This design comes from an exercise in tuning for small area, a short achievable clock period and few clock cycles per item on the open sky130 flow, not from production work.
The RTL was checked by simulation tests, not by an equivalence proof against the original design.
Power is estimated from default activity; no workload was simulated.

Setup of build 55:
==> flow/design.v <==
module enc_blockizer (
    input  wire       clk,
    input  wire       rst,
    input  wire       in_valid,
    input  wire [7:0] in_data,
    input  wire       in_eos,
    output wire       in_ready,
    output wire       s0_valid,
    output wire [7:0] s0_data,
    output reg        s0_first,    
    output reg  [2:0] blk_m,       
    output reg  [4:0] blk_lm1,     
    input  wire       s0_fits,     
    output reg        all_done     
);
    localparam N = 35;
    reg [7:0]   f [0:N-1];
    reg [N-1:0] v;
    reg [4:0]   rem;       
    reg         rv;        
    reg [4:0]   r [0:7];   
    reg         eos_seen;
    assign s0_valid = v[0];
    assign s0_data  = f[0];
    assign in_ready = !v[N-1];
    reg [31:1] e [0:7];
    reg [4:0]  ra [0:7];
    integer t, j;
    always @(*) begin
        for (j = 1; j < 32; j = j + 1) begin
            e[0][j] = v[j + 2];
            for (t = 1; t < 8; t = t + 1)
                e[t][j] = e[t - 1][j] & ~(f[j + 1][8 - t] ^ f[j + 2][8 - t]);
        end
        for (t = 0; t < 8; t = t + 1) begin
            ra[t] = 5'd31;
            for (j = 31; j >= 1; j = j - 1)
                if (!e[t][j]) ra[t] = j - 1;
        end
    end
    function gt8;                
        input [7:0] x;
        input [7:0] y;
        integer i;
        begin
            gt8 = 1'b0;
            for (i = 0; i < 8; i = i + 1)
                gt8 = (x[i] & ~y[i]) | (~(x[i] ^ y[i]) & gt8);
        end
    endfunction
    function [7:0] mulc;         
        input [2:0] c;
        input [4:0] x;
        integer i;
        begin
            mulc = 8'd0;
            for (i = 0; i < 32; i = i + 1)
                if (x == i) mulc = c * i;
        end
    endfunction
    function decl_small;         
        input [2:0] c;
        input [2:0] x;
        input [2:0] bb;
        integer i, q;
        begin
            decl_small = 1'b0;
            for (i = 1; i < 7; i = i + 1)
                for (q = 0; q < 7; q = q + 1)
                    if (x == i && bb == q)
                        decl_small = (q * (i + 1) < c * i);
        end
    endfunction
    reg [6:1] ne;
    reg [7:1] nz, dec;
    reg [7:0] sc [1:7];
    reg [2:0] b  [1:7];
    integer a, u;
    always @(*) begin
        for (a = 1; a < 7; a = a + 1)
            ne[a] = (r[a + 1] != r[a]);
        for (a = 1; a < 8; a = a + 1)
            nz[a] = (r[a] != r[0]);
        for (a = 1; a < 8; a = a + 1) begin
            b[a] = 3'd0;
            for (u = 1; u < a; u = u + 1)
                if (ne[u]) b[a] = u;
            sc[a]  = mulc(a, r[a]);
            dec[a] = ((a == 7) || ne[a]) && nz[a] &&
                     ((r[a][4:3] != 2'd0) || (r[a][2:0] == 3'd7) ||
                      decl_small(a, r[a][2:0], b[a]));
        end
    end
    reg [7:1] win;
    reg [4:0] res_lm1;
    reg [2:0] res_m;
    reg [2:0] fm;
    always @(*) begin
        for (a = 1; a < 8; a = a + 1) begin
            win[a] = dec[a];
            for (u = 1; u < 8; u = u + 1) begin
                if (u > a && dec[u] && !gt8(sc[a], sc[u])) win[a] = 1'b0;
                if (u < a && dec[u] &&  gt8(sc[u], sc[a])) win[a] = 1'b0;
            end
        end
        fm = 3'd0;
        for (a = 1; a < 8; a = a + 1)
            if (!nz[a]) fm = a;
        if (dec != 7'd0) begin
            res_lm1 = 5'd0;
            res_m   = 3'd0;
            for (a = 1; a < 8; a = a + 1)
                if (win[a]) begin
                    res_lm1 = res_lm1 | r[a];
                    res_m   = res_m | a;
                end
        end else begin
            res_lm1 = r[0];
            res_m   = (r[0] == 5'd0) ? 3'd0 : fm;
        end
    end
    wire remnz   = (rem != 5'd0);
    wire rem_ge2 = (rem[4:1] != 4'd0);
    wire rem_eq1 = (rem == 5'd1);
    wire r0nz    = (r[0] != 5'd0);
    wire s0_free = !v[0] || s0_fits;
    wire capture = rv && s0_free;
    wire take1   = v[1] && s0_free && (remnz || rv);
    wire dec2     = v[1] ? rem_ge2 : remnz;
    wire compact2 = &(~v[N-1:3] | v[N-2:2]);
    wire win2_ok  = (&v[33:2]) || (eos_seen && compact2 && v[2]);
    reg [N-1:1] mv;
    reg         hole;
    integer k;
    always @(*) begin
        mv[1] = take1;
        mv[2] = v[2] && (v[1] ? (s0_free && (rv ? win2_ok : (rem_ge2 || (rem_eq1 && win2_ok))))
                              : (remnz || win2_ok));
        hole  = !v[2];
        for (k = 3; k < N; k = k + 1) begin
            mv[k] = v[k] && (mv[2] || hole);
            hole  = hole || !v[k];
        end
    end
    wire arm = mv[2] && !dec2;
    wire in_acc  = in_valid && !v[N-1];
    wire free_n2 = !v[N-2] || mv[N-2];
    wire to_n2   = in_acc && free_n2;
    always @(posedge clk) begin
        if (mv[1]) f[0] <= rv ? f[1] : (f[1] << blk_m);
        for (k = 1; k < N - 2; k = k + 1)
            if (mv[k + 1]) f[k] <= f[k + 1];
        if (mv[N-1])    f[N-2] <= f[N-1];
        else if (to_n2) f[N-2] <= in_data;
        if (in_acc && !free_n2) f[N-1] <= in_data;
        if (capture) begin
            blk_m   <= res_m;
            blk_lm1 <= res_lm1;
        end
        if (take1)
            s0_first <= rv;
        if (arm)
            for (t = 0; t < 8; t = t + 1)
                r[t] <= ra[t];
    end
    always @(posedge clk) begin
        if (rst) begin
            v        <= {N{1'b0}};
            rem      <= 5'd0;
            rv       <= 1'b0;
            eos_seen <= 1'b0;
            all_done <= 1'b0;
        end else begin
            v[0] <= take1 || (v[0] && !s0_fits);
            for (k = 1; k < N - 2; k = k + 1)
                v[k] <= mv[k + 1] || (v[k] && !mv[k]);
            v[N-2] <= mv[N-1] || to_n2 || (v[N-2] && !mv[N-2]);
            v[N-1] <= (in_acc && !free_n2) || (v[N-1] && !mv[N-1]);
            if (capture)
                rem <= res_lm1;
            else if (take1)
                rem <= rem - 5'd1;
            rv <= (rv && !capture) || (arm && !(capture && r0nz));
            if (in_eos)
                eos_seen <= 1'b1;
            all_done <= eos_seen && (v[N-1:1] == {(N-1){1'b0}}) && (!v[0] || s0_fits);
        end
    end
endmodule
module enc_packer (
    input  wire       clk,
    input  wire       rst,
    input  wire       s0_valid,
    input  wire [7:0] s0_data,
    input  wire       s0_first,
    input  wire [2:0] blk_m,
    input  wire [4:0] blk_lm1,
    output wire       s0_fits,
    input  wire       all_done,
    output reg        out_valid,
    output reg  [7:0] out_data,
    output reg        out_eos,
    input  wire       out_ready
);
    reg [23:0] acc;     
    reg [4:0]  cnt;     
    reg        le7;     
    reg        le15;    
    function [1:0] room;    
        input [4:0] c;
        begin
            room = {c[4:3] == 2'd0, !c[4]};
        end
    endfunction
    assign s0_fits = s0_first ? le7 : le15;
    wire take = s0_valid && s0_fits;
    wire [4:0]  w     = s0_first ? 5'd16 : (5'd8 - {2'd0, blk_m});
    wire [15:0] pushl = s0_first ? {blk_m, blk_lm1, s0_data} : {s0_data, 8'd0};
    wire [39:0] sh    = {pushl, 24'd0} >> cnt;
    wire [23:0] comb  = acc | (take ? sh[39:16] : 24'd0);
    wire [4:0]  cc    = cnt + (take ? w : 5'd0);
    wire        full  = cc[4:3] != 2'd0;
    wire [4:0]  cce   = full ? cc - 5'd8 : 5'd0;
    wire out_free = !out_valid || out_ready;
    wire emit     = out_free && (full || (all_done && cnt != 5'd0));
    always @(posedge clk) begin
        if (rst) begin
            acc       <= 24'd0;
            cnt       <= 5'd0;
            le7       <= 1'b1;
            le15      <= 1'b1;
            out_valid <= 1'b0;
            out_eos   <= 1'b0;
        end else begin
            if (emit) begin
                acc         <= {comb[15:0], 8'd0};
                cnt         <= cce;
                {le7, le15} <= room(cce);
            end else begin
                acc         <= comb;
                cnt         <= cc;
                {le7, le15} <= room(cc);
            end
            out_valid <= emit || (out_valid && !out_ready);
            out_eos   <= all_done && cnt == 5'd0 && (!out_valid || out_ready);
        end
    end
    always @(posedge clk)
        if (emit)
            out_data <= comb[23:16];
endmodule
module bitpack_enc (
    input  wire       clk,
    input  wire       rst,
    input  wire       in_valid,
    input  wire [7:0] in_data,
    input  wire       in_eos,
    output wire       in_ready,
    output wire       out_valid,
    output wire [7:0] out_data,
    output wire       out_eos,
    input  wire       out_ready
);
    wire       s0_valid;
    wire [7:0] s0_data;
    wire       s0_first;
    wire [2:0] blk_m;
    wire [4:0] blk_lm1;
    wire       s0_fits;
    wire       all_done;
    enc_blockizer u_blk (
        .clk(clk), .rst(rst),
        .in_valid(in_valid), .in_data(in_data), .in_eos(in_eos), .in_ready(in_ready),
        .s0_valid(s0_valid), .s0_data(s0_data), .s0_first(s0_first),
        .blk_m(blk_m), .blk_lm1(blk_lm1), .s0_fits(s0_fits), .all_done(all_done)
    );
    enc_packer u_pack (
        .clk(clk), .rst(rst),
        .s0_valid(s0_valid), .s0_data(s0_data), .s0_first(s0_first),
        .blk_m(blk_m), .blk_lm1(blk_lm1), .s0_fits(s0_fits), .all_done(all_done),
        .out_valid(out_valid), .out_data(out_data), .out_eos(out_eos), .out_ready(out_ready)
    );
endmodule
Settings: LEC_CHECK=0, CAP_MARGIN=20, CORE_MARGIN=2, CORE_UTILIZATION=55, CTS_CLUSTER_DIAMETER=70, CTS_CLUSTER_SIZE=22, PLACE_DENSITY=0.8, SLEW_MARGIN=20; clock period 13.0 ns.
standard.sh (not shown) runs the stock make flow with config.mk's settings and CLKGATE_MAP_FILE= SYNTH_SCRIPT=/design/flow/synth_recipe.tcl, a recipe that flattens the netlist after the stock synthesis.
==> flow/flow/run.sh <==
#!/bin/bash
# Standard layout (the standard.sh: standard synthesis and ORFS steps),
# with timing repair aiming for extra setup slack. Full make output goes to
# flow.log in this folder; ORFS writes each step's log under orfs/logs.
set -euo pipefail
bash standard.sh SETUP_SLACK_MARGIN=9 finish > flow.log 2>&1
Having completed the whole flow, build 55 delivered a layout that passed the timing, DRC and antenna checks.
Testbench counts of build 55, summed over its fixed seeds: cycles 34,806, items 31,210.
Inputs modified between build 55 and build 60:
-- flow/config.mk --
<<< build 55, line 8
export CAP_MARGIN = 20
export CORE_MARGIN = 2
export CORE_UTILIZATION = 55
export CTS_CLUSTER_DIAMETER = 70
export CTS_CLUSTER_SIZE = 22
export PLACE_DENSITY = 0.8
export SLEW_MARGIN = 20
>>> build 60, line 8
export CAP_MARGIN = 20
export CORE_MARGIN = 2
export CORE_UTILIZATION = 60
export CTS_CLUSTER_DIAMETER = 70
export CTS_CLUSTER_SIZE = 26
export PLACE_DENSITY = 0.8
export SLEW_MARGIN = 20
==> comparison <==
Side by side, total routed wire length on the met1 layer turned out lower in build 60 than in build 55. [build 60] ratio of routed vias to standard cells rose 0.023 relative to build 55. Against build 55 as the reference, build 60 delivers a lower detailed-route via count. Of build 60 and build 55, the run reporting the higher core footprint was build 55. Count of clock-net buffers in the final layout sits lower in build 60 than in build 55. Category of the critical setup timing path: flip-flop to output port -> build 55, flip-flop to flip-flop -> build 60. Relative to build 55, the critical path's largest stage delay of build 60 is higher by 0.18 ns. On depth of the worst register-to-register path, the lower figure sits with build 60, not build 55. Taking build 55 as 1.0, build 60 lands at 0.918 on die area. Between build 55 and build 60, the total power does not differ in any meaningful way. In terms of final standard cell area without fillers, build 55 and build 60 differ only marginally. After detailed routing, build 55 needs more wire than build 60.
What build 26 does differently from build 60 at the input level:
-- flow/config.mk --
<<< build 60, line 8
export CAP_MARGIN = 20
export CORE_MARGIN = 2
export CORE_UTILIZATION = 60
export CTS_CLUSTER_DIAMETER = 70
export CTS_CLUSTER_SIZE = 26
export PLACE_DENSITY = 0.8
export SLEW_MARGIN = 20
>>> build 26, line 8
export CAP_MARGIN = 20
export CORE_MARGIN = 2
export CORE_UTILIZATION = 55
export CTS_CLUSTER_DIAMETER = 80
export CTS_CLUSTER_SIZE = 30
export PLACE_DENSITY = 0.8
export SLEW_MARGIN = 20
## What came out
For build 60, the highest metal layer with signal wires was met4, unlike build 26, where it was met5.
From build 60 to build 26 the numbers moved as follows: number of cells on the critical path decreased 11; post-placement worst setup slack decreased 0.13 ns.
For non-clock buffer share of cell area, build 26 and build 60 come out practically identical.
--- input diff build 26..build 43 ---
-- flow/config.mk --
<<< build 26, line 9
export CORE_MARGIN = 2
export CORE_UTILIZATION = 55
export CTS_CLUSTER_DIAMETER = 80
export CTS_CLUSTER_SIZE = 30
export PLACE_DENSITY = 0.8
export SLEW_MARGIN = 20
>>> build 43, line 9
export CORE_MARGIN = 2
export CORE_UTILIZATION = 55
export CTS_BUF_LIST = sky130_fd_sc_hd__clkbuf_8
export PLACE_DENSITY = 0.8
export SLEW_MARGIN = 20
--- outcome ---
- Build 43 ends up with a wire length the detailed router placed on met1 that is 170 um higher than in build 26.
- On latest clock arrival within the worst-skew pair, the higher figure sits with build 43, not build 26.
- Compare build 26 and build 43 | fraction of layout cells with a size suffix above 1 higher: build 43
- Delta (build 43 minus build 26): post-route worst setup slack -0.013 ns; number of global-route vias before repair +2.1%.
- Build 43 | status: complete | timing, DRC, antenna: pass
## Diff of input files: build 37 against build 43
-- flow/config.mk --
<<< build 43, line 9
export CORE_MARGIN = 2
export CORE_UTILIZATION = 55
export CTS_BUF_LIST = sky130_fd_sc_hd__clkbuf_8
export PLACE_DENSITY = 0.8
export SLEW_MARGIN = 20
>>> build 37, line 9
export CORE_MARGIN = 2
export CORE_UTILIZATION = 55
export PLACE_DENSITY = 0.8
export SLEW_MARGIN = 20
[summary]
Of build 37 and build 43, it is build 37 that has the higher worst setup slack. TritonCTS buffer count down 28 in build 37 wrt build 43. The more densely filled core belongs to build 37, not build 43. Build 37 finished every stage and its layout cleared the timing, DRC and antenna checks. On routed metal-1 wirelength, build 37 and build 43 are neck and neck.

-- static timing again, ports no longer ideal --
The results above use ideal ports. As a check the final layouts listed here were re-extracted and re-timed, cells and wires unchanged. Step 1 (the two cells are an assumption about what drives the block):
set clk [get_ports {clk}]
set_driving_cell -lib_cell sky130_fd_sc_hd__clkbuf_16 $clk
set_driving_cell -lib_cell sky130_fd_sc_hd__buf_2 [delete_from_list [all_inputs] $clk]
Step 2 times the ports against the registers' clock, not the clock port: input delays grow and output delays shrink by t, the midpoint of the rising clock arrivals with the driver on. Three values: ideal, step 1, step 2; two values: the first two.
| run | t (ns) | setup slack, ns | worst data-port slew with drivers (ns) |
|---|---|---|---|
| build 55 | 0.639 | 9.044 / 8.989 / 8.583 | 0.04 |
| build 60 | 0.653 | 9.037 / 8.991 / 8.690 | 0.03 |
| build 26 | 0.637 | 9.040 / 8.983 / 8.587 | 0.04 |
| build 43 | 0.712 | 9.027 / 8.975 / 8.571 | 0.04 |
| build 37 | 0.632 | 9.036 / 8.981 / 8.568 | 0.04 |
After both steps every run listed still meets setup and hold. For build 37, which loses most, drivers alone change the setup slack by -0.055 ns; drivers and shift together by -0.468 ns.
